This is an optimization exercise on Yosys and OpenROAD, whose aim is a short achievable clock period and few clock cycles, not a production implementation.
In this exercise RTL edits were held to simulation tests only and were not proved equivalent to the original.
Power figures rest on the tool's default switching activity, not on a simulated workload.

[flow/design.v]
module tiny16_alu (
    input  wire [4:0]  op,
    input  wire [15:0] a,       
    input  wire [15:0] b,       
    input  wire [2:0]  sh,      
    output reg  [15:0] y,
    output reg         z,
    output reg         n,
    output reg         c,
    output reg         v
);
    localparam OP_LDI  = 5'h02, OP_MOV  = 5'h03, OP_ADD  = 5'h04, OP_SUB  = 5'h05,
               OP_AND  = 5'h06, OP_OR   = 5'h07, OP_XOR  = 5'h08, OP_NOT  = 5'h09,
               OP_SHL  = 5'h0A, OP_SHR  = 5'h0B, OP_ADDI = 5'h0C, OP_CMPI = 5'h0D,
               OP_CMP  = 5'h0E;
    wire [16:0] sum  = {1'b0, a} + {1'b0, b};
    wire [16:0] diff = {1'b0, a} + {1'b0, ~b} + 17'd1;
    wire [31:0] shl  = {16'h0000, a} << sh;
    wire [31:0] shr  = {a, 16'h0000} >> sh;
    always @(*) begin
        y = 16'h0000;
        c = 1'b0;
        v = 1'b0;
        case (op)
            OP_LDI, OP_MOV: y = b;
            OP_ADD, OP_ADDI: begin
                y = sum[15:0];
                c = sum[16];
                v = (a[15] == b[15]) && (sum[15] != a[15]);
            end
            OP_SUB, OP_CMP, OP_CMPI: begin
                y = diff[15:0];
                c = diff[16];
                v = (a[15] != b[15]) && (diff[15] != a[15]);
            end
            OP_AND: y = a & b;
            OP_OR:  y = a | b;
            OP_XOR: y = a ^ b;
            OP_NOT: y = ~a;
            OP_SHL: begin
                y = shl[15:0];
                c = (sh == 3'd0) ? 1'b0 : shl[16];
            end
            OP_SHR: begin
                y = shr[31:16];
                c = (sh == 3'd0) ? 1'b0 : shr[15];
            end
            default: y = b;
        endcase
        z = (y == 16'h0000);
        n = y[15];
    end
endmodule
module tiny16_mmio (
    input  wire        clk,
    input  wire        rst,
    input  wire [7:0]  rd_addr,
    output reg  [7:0]  rd_data,
    input  wire        wr_en,
    input  wire [7:0]  wr_addr,
    input  wire [7:0]  wr_data,
    input  wire        tick,
    output reg         uart_valid,
    output reg  [7:0]  uart_data
);
    reg [15:0] timer;
    reg [15:0] timercmp;
    reg        irq_pending;
    always @(*) begin
        case (rd_addr)
            8'h00:   rd_data = 8'h00;
            8'h01:   rd_data = 8'hFF;
            8'h10:   rd_data = timer[7:0];
            8'h11:   rd_data = timer[15:8];
            8'h12:   rd_data = timercmp[7:0];
            8'h13:   rd_data = timercmp[15:8];
            8'h14:   rd_data = {7'b0, irq_pending};
            default: rd_data = 8'h00;
        endcase
    end
    reg [15:0] timer_w;
    reg [15:0] cmp_w;
    reg        irq_w;
    reg [15:0] timer_t;
    always @(*) begin
        timer_w = timer;
        cmp_w   = timercmp;
        irq_w   = irq_pending;
        if (wr_en) begin
            case (wr_addr)
                8'h10: timer_w[7:0]  = wr_data;
                8'h11: timer_w[15:8] = wr_data;
                8'h12: cmp_w[7:0]    = wr_data;
                8'h13: cmp_w[15:8]   = wr_data;
                8'h14: if (wr_data == 8'h01) irq_w = 1'b0;
                default: ;
            endcase
        end
        timer_t = timer_w + 16'd1;
    end
    always @(posedge clk) begin
        if (rst) begin
            timer       <= 16'h0000;
            timercmp    <= 16'h0000;
            irq_pending <= 1'b0;
            uart_valid  <= 1'b0;
            uart_data   <= 8'h00;
        end else begin
            timercmp   <= cmp_w;
            uart_valid <= wr_en && (wr_addr == 8'h00);
            if (wr_en && (wr_addr == 8'h00))
                uart_data <= wr_data;
            if (tick) begin
                timer <= timer_t;
                if (cmp_w != 16'h0000 && timer_t >= cmp_w)
                    irq_pending <= 1'b1;
                else
                    irq_pending <= irq_w;
            end else begin
                timer       <= timer_w;
                irq_pending <= irq_w;
            end
        end
    end
endmodule
module tiny16_lsu (
    input  wire        clk,
    input  wire        rst,
    input  wire        go,
    input  wire [15:0] addr,
    input  wire        wide,      
    input  wire        we,
    input  wire [15:0] wdata,
    output reg         done,
    output reg  [15:0] rdata,
    output reg         mem_valid,
    output reg  [14:0] mem_addr,
    output reg  [1:0]  mem_wstrb,
    output reg  [15:0] mem_wdata,
    input  wire        mem_ready,
    input  wire [15:0] mem_rdata,
    output wire [7:0]  mmio_addr,
    input  wire [7:0]  mmio_rdata,
    output reg         mmio_we,
    output reg  [7:0]  mmio_wdata
);
    reg       phase;      
    reg [7:0] lo_byte;    
    wire        word_mode = wide && !addr[0] && (addr[15:8] != 8'hFF);
    wire [15:0] cur_addr  = phase ? (addr + 16'd1) : addr;
    wire        cur_mmio  = (cur_addr[15:8] == 8'hFF);
    wire [7:0]  cur_wbyte = phase ? wdata[15:8] : wdata[7:0];
    assign mmio_addr = cur_addr[7:0];
    reg       byte_done;
    reg [7:0] byte_rd;
    always @(*) begin
        mem_valid  = 1'b0;
        mem_addr   = cur_addr[15:1];
        mem_wstrb  = 2'b00;
        mem_wdata  = {cur_wbyte, cur_wbyte};
        mmio_we    = 1'b0;
        mmio_wdata = cur_wbyte;
        byte_done  = 1'b0;
        byte_rd    = 8'h00;
        done       = 1'b0;
        rdata      = 16'h0000;
        if (word_mode) begin
            mem_valid = go;
            mem_addr  = addr[15:1];
            mem_wstrb = we ? 2'b11 : 2'b00;
            mem_wdata = wdata;
            done      = go && mem_ready;
            rdata     = mem_rdata;
        end else begin
            if (cur_mmio) begin
                mmio_we   = go && we;
                byte_done = go;
                byte_rd   = mmio_rdata;
            end else begin
                mem_valid = go;
                mem_wstrb = we ? (cur_addr[0] ? 2'b10 : 2'b01) : 2'b00;
                byte_done = go && mem_ready;
                byte_rd   = cur_addr[0] ? mem_rdata[15:8] : mem_rdata[7:0];
            end
            done  = byte_done && (phase || !wide);
            rdata = wide ? {byte_rd, lo_byte} : {8'h00, byte_rd};
        end
    end
    always @(posedge clk) begin
        if (rst) begin
            phase   <= 1'b0;
            lo_byte <= 8'h00;
        end else if (!word_mode && byte_done) begin
            if (wide && !phase) begin
                phase   <= 1'b1;
                lo_byte <= byte_rd;
            end else begin
                phase <= 1'b0;
            end
        end
    end
endmodule
module tiny16 (
    input  wire        clk,
    input  wire        rst,
    input  wire [15:0] start_pc,
    output wire        mem_valid,
    output wire [14:0] mem_addr,
    output wire [1:0]  mem_wstrb,
    output wire [15:0] mem_wdata,
    input  wire        mem_ready,
    input  wire [15:0] mem_rdata,
    output wire        uart_valid,
    output wire [7:0]  uart_data,
    output reg         halted,
    output reg         fault,
    output reg  [15:0] fault_pc,
    output reg  [4:0]  fault_op
);
    localparam OP_NOP  = 5'h00, OP_HALT = 5'h01, OP_LDI  = 5'h02, OP_MOV  = 5'h03,
               OP_ADD  = 5'h04, OP_SUB  = 5'h05, OP_AND  = 5'h06, OP_OR   = 5'h07,
               OP_XOR  = 5'h08, OP_NOT  = 5'h09, OP_SHL  = 5'h0A, OP_SHR  = 5'h0B,
               OP_ADDI = 5'h0C, OP_CMPI = 5'h0D, OP_CMP  = 5'h0E, OP_LD   = 5'h0F,
               OP_ST   = 5'h10, OP_LDB  = 5'h11, OP_STB  = 5'h12, OP_LDS  = 5'h13,
               OP_STS  = 5'h14, OP_JMP  = 5'h15, OP_JZ   = 5'h16, OP_JNZ  = 5'h17,
               OP_JC   = 5'h18, OP_JN   = 5'h19, OP_CALL = 5'h1A, OP_RET  = 5'h1B,
               OP_IN   = 5'h1C, OP_OUT  = 5'h1D;
    localparam S_FETCH = 3'd0, S_DECODE = 3'd1, S_FETCHK = 3'd2, S_EXEC = 3'd3,
               S_MEM   = 3'd4, S_HALT   = 3'd5;
    reg [2:0]  state;
    reg [15:0] pc;
    reg [15:0] ir;
    reg [15:0] k;
    reg [15:0] x [0:7];
    reg        fz, fn, fc, fv;
    reg [15:0] m_addr;
    reg        m_wide;
    reg        m_we;
    reg [15:0] m_wdata;
    wire [4:0]  op  = ir[15:11];
    wire [2:0]  rd  = ir[10:8];
    wire [2:0]  rs  = ir[7:5];
    wire [15:0] xd  = x[rd];
    wire [15:0] xs  = x[rs];
    wire [15:0] imm8  = {{8{ir[7]}}, ir[7:0]};
    wire [15:0] imm5  = {{11{ir[4]}}, ir[4:0]};
    wire op_illegal = (op == 5'h1E) || (op == 5'h1F);
    wire op_wide    = (op == OP_LDI) || (op == OP_LD) || (op == OP_ST) || (op == OP_LDB) ||
                      (op == OP_STB) || (op == OP_JMP) || (op == OP_JZ) || (op == OP_JNZ) ||
                      (op == OP_JC) || (op == OP_JN) || (op == OP_CALL) || (op == OP_IN) ||
                      (op == OP_OUT);
    wire k_mmio     = (k[15:8] == 8'hFF);
    reg  [15:0] alu_b;
    wire [15:0] alu_y;
    wire        alu_z, alu_n, alu_c, alu_v;
    always @(*) begin
        case (op)
            OP_LDI:                   alu_b = k;
            OP_ADDI, OP_CMPI:         alu_b = imm8;
            default:                  alu_b = xs;
        endcase
    end
    tiny16_alu u_alu (
        .op(op), .a(xd), .b(alu_b), .sh(ir[2:0]),
        .y(alu_y), .z(alu_z), .n(alu_n), .c(alu_c), .v(alu_v)
    );
    reg         lsu_go;
    reg  [15:0] lsu_addr;
    reg         lsu_wide;
    reg         lsu_we;
    reg  [15:0] lsu_wdata;
    wire        lsu_done;
    wire [15:0] lsu_rdata;
    wire [7:0]  mmio_addr;
    wire [7:0]  mmio_rdata;
    wire        mmio_we;
    wire [7:0]  mmio_wdata;
    reg         retire;
    always @(*) begin
        lsu_go    = 1'b0;
        lsu_addr  = pc;
        lsu_wide  = 1'b1;
        lsu_we    = 1'b0;
        lsu_wdata = m_wdata;
        case (state)
            S_FETCH, S_FETCHK: lsu_go = 1'b1;
            S_MEM: begin
                lsu_go    = 1'b1;
                lsu_addr  = m_addr;
                lsu_wide  = m_wide;
                lsu_we    = m_we;
            end
            default: ;
        endcase
    end
    tiny16_lsu u_lsu (
        .clk(clk), .rst(rst),
        .go(lsu_go), .addr(lsu_addr), .wide(lsu_wide), .we(lsu_we), .wdata(lsu_wdata),
        .done(lsu_done), .rdata(lsu_rdata),
        .mem_valid(mem_valid), .mem_addr(mem_addr), .mem_wstrb(mem_wstrb),
        .mem_wdata(mem_wdata), .mem_ready(mem_ready), .mem_rdata(mem_rdata),
        .mmio_addr(mmio_addr), .mmio_rdata(mmio_rdata), .mmio_we(mmio_we),
        .mmio_wdata(mmio_wdata)
    );
    tiny16_mmio u_mmio (
        .clk(clk), .rst(rst),
        .rd_addr(mmio_addr), .rd_data(mmio_rdata),
        .wr_en(mmio_we), .wr_addr(mmio_addr), .wr_data(mmio_wdata),
        .tick(retire),
        .uart_valid(uart_valid), .uart_data(uart_data)
    );
    always @(*) begin
        retire = 1'b0;
        if (state == S_MEM)
            retire = lsu_done;
        else if (state == S_EXEC)
            retire = !((op == OP_LD) || (op == OP_ST) || (op == OP_LDB) || (op == OP_STB) ||
                       (op == OP_LDS) || (op == OP_STS) || (op == OP_CALL) || (op == OP_RET) ||
                       (op == OP_IN) || (op == OP_OUT));
    end
    integer i;
    always @(posedge clk) begin
        if (rst) begin
            state    <= S_FETCH;
            pc       <= start_pc;
            ir       <= 16'h0000;
            k        <= 16'h0000;
            for (i = 0; i < 7; i = i + 1)
                x[i] <= 16'h0000;
            x[7]     <= 16'h7FFC;
            fz       <= 1'b0;
            fn       <= 1'b0;
            fc       <= 1'b0;
            fv       <= 1'b0;
            halted   <= 1'b0;
            fault    <= 1'b0;
            fault_pc <= 16'h0000;
            fault_op <= 5'h00;
            m_addr   <= 16'h0000;
            m_wide   <= 1'b0;
            m_we     <= 1'b0;
            m_wdata  <= 16'h0000;
        end else begin
            case (state)
                S_FETCH: begin
                    if (lsu_done) begin
                        ir    <= lsu_rdata;
                        pc    <= pc + 16'd2;
                        state <= S_DECODE;
                    end
                end
                S_DECODE: begin
                    if (op_illegal) begin
                        halted   <= 1'b1;
                        fault    <= 1'b1;
                        fault_pc <= pc - 16'd2;
                        fault_op <= op;
                        state    <= S_HALT;
                    end else if (op_wide) begin
                        state <= S_FETCHK;
                    end else begin
                        state <= S_EXEC;
                    end
                end
                S_FETCHK: begin
                    if (lsu_done) begin
                        k     <= lsu_rdata;
                        pc    <= pc + 16'd2;
                        state <= S_EXEC;
                    end
                end
                S_EXEC: begin
                    state <= S_FETCH;
                    case (op)
                        OP_NOP: ;
                        OP_HALT: begin
                            halted <= 1'b1;
                            state  <= S_HALT;
                        end
                        OP_LDI, OP_MOV, OP_ADD, OP_SUB, OP_AND, OP_OR, OP_XOR, OP_NOT,
                        OP_SHL, OP_SHR, OP_ADDI: begin
                            x[rd] <= alu_y;
                            fz <= alu_z; fn <= alu_n; fc <= alu_c; fv <= alu_v;
                        end
                        OP_CMPI, OP_CMP: begin
                            fz <= alu_z; fn <= alu_n; fc <= alu_c; fv <= alu_v;
                        end
                        OP_LD, OP_IN: begin
                            m_addr <= k;
                            m_wide <= !((op == OP_IN) && k_mmio);
                            m_we   <= 1'b0;
                            state  <= S_MEM;
                        end
                        OP_LDB: begin
                            m_addr <= k;
                            m_wide <= 1'b0;
                            m_we   <= 1'b0;
                            state  <= S_MEM;
                        end
                        OP_ST, OP_OUT: begin
                            m_addr  <= k;
                            m_wide  <= !((op == OP_OUT) && k_mmio);
                            m_we    <= 1'b1;
                            m_wdata <= xs;
                            state   <= S_MEM;
                        end
                        OP_STB: begin
                            m_addr  <= k;
                            m_wide  <= 1'b0;
                            m_we    <= 1'b1;
                            m_wdata <= xs;
                            state   <= S_MEM;
                        end
                        OP_LDS: begin
                            m_addr <= xs + imm5;
                            m_wide <= 1'b1;
                            m_we   <= 1'b0;
                            state  <= S_MEM;
                        end
                        OP_STS: begin
                            m_addr  <= xd + imm5;
                            m_wide  <= 1'b1;
                            m_we    <= 1'b1;
                            m_wdata <= xs;
                            state   <= S_MEM;
                        end
                        OP_JMP: pc <= k;
                        OP_JZ:  if (fz)  pc <= k;
                        OP_JNZ: if (!fz) pc <= k;
                        OP_JC:  if (fc)  pc <= k;
                        OP_JN:  if (fn)  pc <= k;
                        OP_CALL: begin
                            x[7]    <= x[7] - 16'd2;
                            m_addr  <= x[7] - 16'd2;
                            m_wide  <= 1'b1;
                            m_we    <= 1'b1;
                            m_wdata <= pc;
                            state   <= S_MEM;
                        end
                        OP_RET: begin
                            m_addr <= x[7];
                            m_wide <= 1'b1;
                            m_we   <= 1'b0;
                            state  <= S_MEM;
                        end
                        default: ;
                    endcase
                end
                S_MEM: begin
                    if (lsu_done) begin
                        state <= S_FETCH;
                        case (op)
                            OP_LD, OP_LDB, OP_LDS, OP_IN: begin
                                x[rd] <= lsu_rdata;
                                fz <= (lsu_rdata == 16'h0000);
                                fn <= lsu_rdata[15];
                                fc <= 1'b0;
                                fv <= 1'b0;
                            end
                            OP_CALL: pc <= k;
                            OP_RET: begin
                                pc   <= lsu_rdata;
                                x[7] <= x[7] + 16'd2;
                            end
                            default: ;
                        endcase
                    end
                end
                default: state <= S_HALT;
            endcase
        end
    end
endmodule
[flow/run.sh]
#!/bin/bash
# synth_recipe.tcl (not shown) runs the flow's synth.tcl, then flattens the netlist and writes it again
# the make line also repeats each setting of config.mk as NAME=value (left out here)
make -C /OpenROAD-flow-scripts/flow DESIGN_CONFIG=/design/flow/config.mk WORK_HOME=/design/flow/orfs CLKGATE_MAP_FILE= SYNTH_SCRIPT=/design/flow/synth_recipe.tcl finish
[flow/config.mk]
export PLATFORM = sky130hd
export DESIGN_NAME = tiny16
export DESIGN_NICKNAME = tiny16
export VERILOG_FILES = /design/flow/design.v
export SDC_FILE = /design/flow/constraint.sdc
export NUM_CORES = 4
export LEC_CHECK = 0
export CAP_MARGIN = 20
export CORE_MARGIN = 2
export CORE_UTILIZATION = 40
export PLACE_DENSITY = 0.6
export SLEW_MARGIN = 20
[flow/constraint.sdc]
create_clock -name core_clock -period 8.5 [get_ports {clk}]
set_input_delay 1.7000 -clock core_clock [delete_from_list [all_inputs] [get_ports {clk}]]
set_output_delay 1.7000 -clock core_clock [all_outputs]
set_load 0.01 [all_outputs]
==> metrics.md <==
| Metric | Value |
|---|---|
| Synthesized cell area | 0.02361 sq mm |
| H-tree lvl count | 2 |
| Clock transition at path regs | 0.06 ns |
| Via count | 23520 |
| CTS max path bufs | 3 |
| Final setup viols | 0 |
| Core region area | 0.05869 sq mm |
| Data required time of the critical path | 8.88 ns |
| GRT overflow | 0 |
| Largest net degree at the start of global routing | 67 |
| Port Buf Inserts | 100 |
| Yosys reg bits | 296 |
| P_int | 2.979 mW |
| DR pass1 iterations | 7 |
| Total CTS buffers | 37 |
| Initial core utilization | 0.4024 |
| Syn Inst Count | 2802 |
| Initial antenna violation count | 2 |
| Synth top area share | 0.1831 |
| Psw | 1.553 mW |
| Hold/Removal Path Class | flop to flop |
| Status | no timing/DRC/antenna violations |
| Final Hold Viols | 0 |
| Starting DRT DRC Count | 3176 |
| GRT Resource Usage Total | 0.3136 |
| Fin crit period | 7.020 ns |
| Seq pwr share | 0.364 |
| Area growth from synthesis to layout | 12.45% |
| Routed Antenna Nets | 0 |
| CP endpoint kind | flop |
| Die footprint | 0.06099 sq mm |
| Pins Over Slew Limit | 0 |
| Period utilisation layout | 0.8259 |
| Routed WL | 97910 um |
| Slew margin rel. | 0.2378 |
| Final Power | 4.532 mW |
| Worst-Skew Late Latency | 0.57 ns |
| Peak Freq | 142.4 MHz |
| Synth area leader | edfxtp_1 |
| Yosys warnings | 4 |
| Static Leakage | 9.503 nW |
| Number of global-route vias before repair | 22040 |
| Cts hold-fix bufs | 0 |
| Max VDD drop | 163.9 uV |
| DIE HEIGHT | 247.0 um |
| Row Count | 89 |
| Setup bufs post-CTS | 0 |
| Yosys cell types | 107 |
| Clock Tree Root | clkbuf_16 |
| Mean Syn Cell Area | 8.427 sq um |
| Post-Synthesis Net Count | 2925 |
| Die W | 247.0 um |
| Max Cap Viol | 0 |
| Layout net count | 2917 |
| Post_cts resized | 0 |
| Switching Share | 0.3427 |
| Number of synthesized flops with an enable pin | 144 |
| TritonCTS clock tree | built |
| Via-to-Cell Ratio | 6.537 |
| DR DRC count | 0 |
| Crit path arrival time | 7.40 ns |
| Worst-case clock skew | 0.01983 ns |
| Ys async rst share | 0 |
| TritonCTS Sinks | 296 |
| Startpoint types | flop |
| Sum Neg Setup Slack | 0 ns |
| CP max FO | 26 |
| Clock power frac | 0.374 |
| Worst-margin pin slew | 1.136 ns |
| RSZ-0062 raised after global routing | false |
| Main synth FF type | dfxtp_1 |
| First-pass GRT wire length | 143900 um |
| Num ports | 101 |
| HPWL Detailed | 73000 um |
| Dominant cells by area after synthesis | edfxtp_1 18%, dfxtp_1 13%, nor2_1 7.3% |
| WL/cell | 27.21 um |
| Filler cells | 5772 |
| Global placement routability congestion | 1.061 |
| CP Class | flop to flop |
| Share of cells above drive strength 1 | 0.1017 |
| Pwr/cell area | 170.7 mW/mm^2 |
| Comb pwr share | 0.262 |
| Register area share after synthesis | 0.3120 |
[final timing paths]
check        cells past startpoint   start  slack, ns       end
max                             18  ir[14]       1.48  x[7][13]
min                              2  halted       0.45    halted
max reg2reg                     18  ir[14]       1.48  x[7][13]
min reg2reg                      2  halted       0.45    halted
[state kept, by name (all words and copies together), names as in the netlist, 16 cells and up, named ones only]
register and count:
fault_pc 16, ir 16, k 16, m_addr 16, m_wdata 16, pc 16, u_mmio.timer 16, u_mmio.timercmp 16
x 128
[per-layer routing]
| layer | share of wire | GRT usage | up-vias |
|---|---|---|---|
| met4 | 0.045 | 0.1313 | 0 |
| li1 | - | - | 10350 |
| met1 | 0.40 | 0.4239 | 11290 |
| met2 | 0.44 | 0.4820 | 1599 |
| met3 | 0.12 | 0.06957 | 277 |
| met5 | 0 | 0 | - |
[cell usage after synthesis, drive strengths merged (48+ instances only)]
master,n
clkbuf,168
nor2,458
inv,82
edfxtp,144
xnor2,64
dfxtp,152
a21oi,234
nor3,81
o21ai,98
nand2,214
nand3,80
mux2i,127
mux4,66
buf,48
a211oi,56
ha,85
[cell families (layout without fill, tap and decap cells)]
family	count (synthesis)	count (layout)	share of synthesized area
other	0	2	0
adder cells (fa/ha/maj)	88	88	0.04758
AO/OA/AOI/OAI	716	716	0.2057
AND/OR/NAND/NOR	1074	1074	0.2116
flip-flops	296	296	0.3120
multiplexers	222	222	0.1331
XOR/XNOR	106	106	0.03932
buffers and inverters	300	321	0.05071
[through the flow]
step                utilization  hold slack, ns  instances  cell area [sq um]  worst slack [ns]
finish                   0.4525          0.4474       3598              26550             1.480
global route             0.4524          0.4765       3596              26550             1.175
CTS                      0.4523          0.4478       3596              26540             1.698
detailed placement       0.4304          0.4386       3528              25260             1.763
global placement         0.4302          0.4363       3528              25250             1.885
floorplan                     -          0.4294       2802              23610             2.815
[worst max-delay path, stage by stage, from the launching register on]
cell and delay, ns:
dfxtp_1 0.29, buf_4 0.21, or4b_1 0.55, o21bai_1 0.89
nor2_1 0.10, a221oi_1 0.55, inv_1 0.16, ha_1 0.54
nor3_1 0.12, a2111oi_0 0.91, o21bai_1 0.13, a221oi_1 0.50
a21oi_1 0.16, nor2_1 0.12, a211oi_1 0.06, a21oi_1 0.20
a2bb2oi_1 0.54, mux2i_1 0.45, a22oi_1 0.32
[power by group through the flow]
stage | registers [mW] | clock network, mW | logic (mW)
floorplan | 1.59 | 0 | 0.779
global placement | 1.67 | 0 | 1.14
detailed placement | 1.67 | 0 | 1.14
CTS | 1.64 | 1.71 | 1.14
global route | 1.65 | 1.76 | 1.25
finish | 1.65 | 1.70 | 1.19
[cell type report]
cell class	count	area [sq um]	share of cell area
antenna	2	5.005	0.0001885
clock buffer	44	994.7	0.03746
clock inverter	24	290.3	0.01093
inverter	84	315.3	0.01187
multi-input combinational	2206	15090	0.5683
sequential	296	7371	0.2776
tap	773	967.2	0.03642
timing repair buffer	169	1520	0.05725
[cell usage in the layout, fill, tap and decap left out, types with 39 or more instances in the layout]
cell type        synthesis  final
xnor2_1                 64     64
nor3_1                  78     76
ha_1                    85     85
nor2_1                 458    457
inv_1                   81     81
mux2i_1                122    122
a211oi_1                56     56
xor2_1                  42     42
o21ai_0                 94     94
buf_4                    3     69
edfxtp_1               144    144
a21oi_1                230    229
clkbuf_16                0     39
nand3_1                 79     79
dfxtp_1                152    149
nand2_1                214    214
clkdlybuf4s50_1          0     99
mux4_2                  66     66
Testbench counts, summed over its fixed seeds: cycles 93,507.

[what the ideal ports hide]
In the flow no input, the clock included, has a driving cell. The finished layout below was timed again as built, in two steps.
Step 1: set_driving_cell puts a clkbuf_16 on clk and a buf_2 on each other input, an assumption about the parent block.
Step 2 also shifts input and output timing later by t, the mid clock arrival at the registers, as if the neighbouring blocks saw the same clock.
Three values: ideal ports, drivers, drivers and shift; two values: the first two.
t, ns: 0.617
setup WS [ns]: 1.480 / 1.480 / 1.480
worst setup path after step 2: register to register
worst register clock-pin slew, ns: 0.06 / 0.06
worst data-port slew with drivers (ns): 0.04
After both steps setup and hold are still met in this run. The setup slack of this run moves by 0.000 ns with the drivers and by 0.000 ns with both steps.
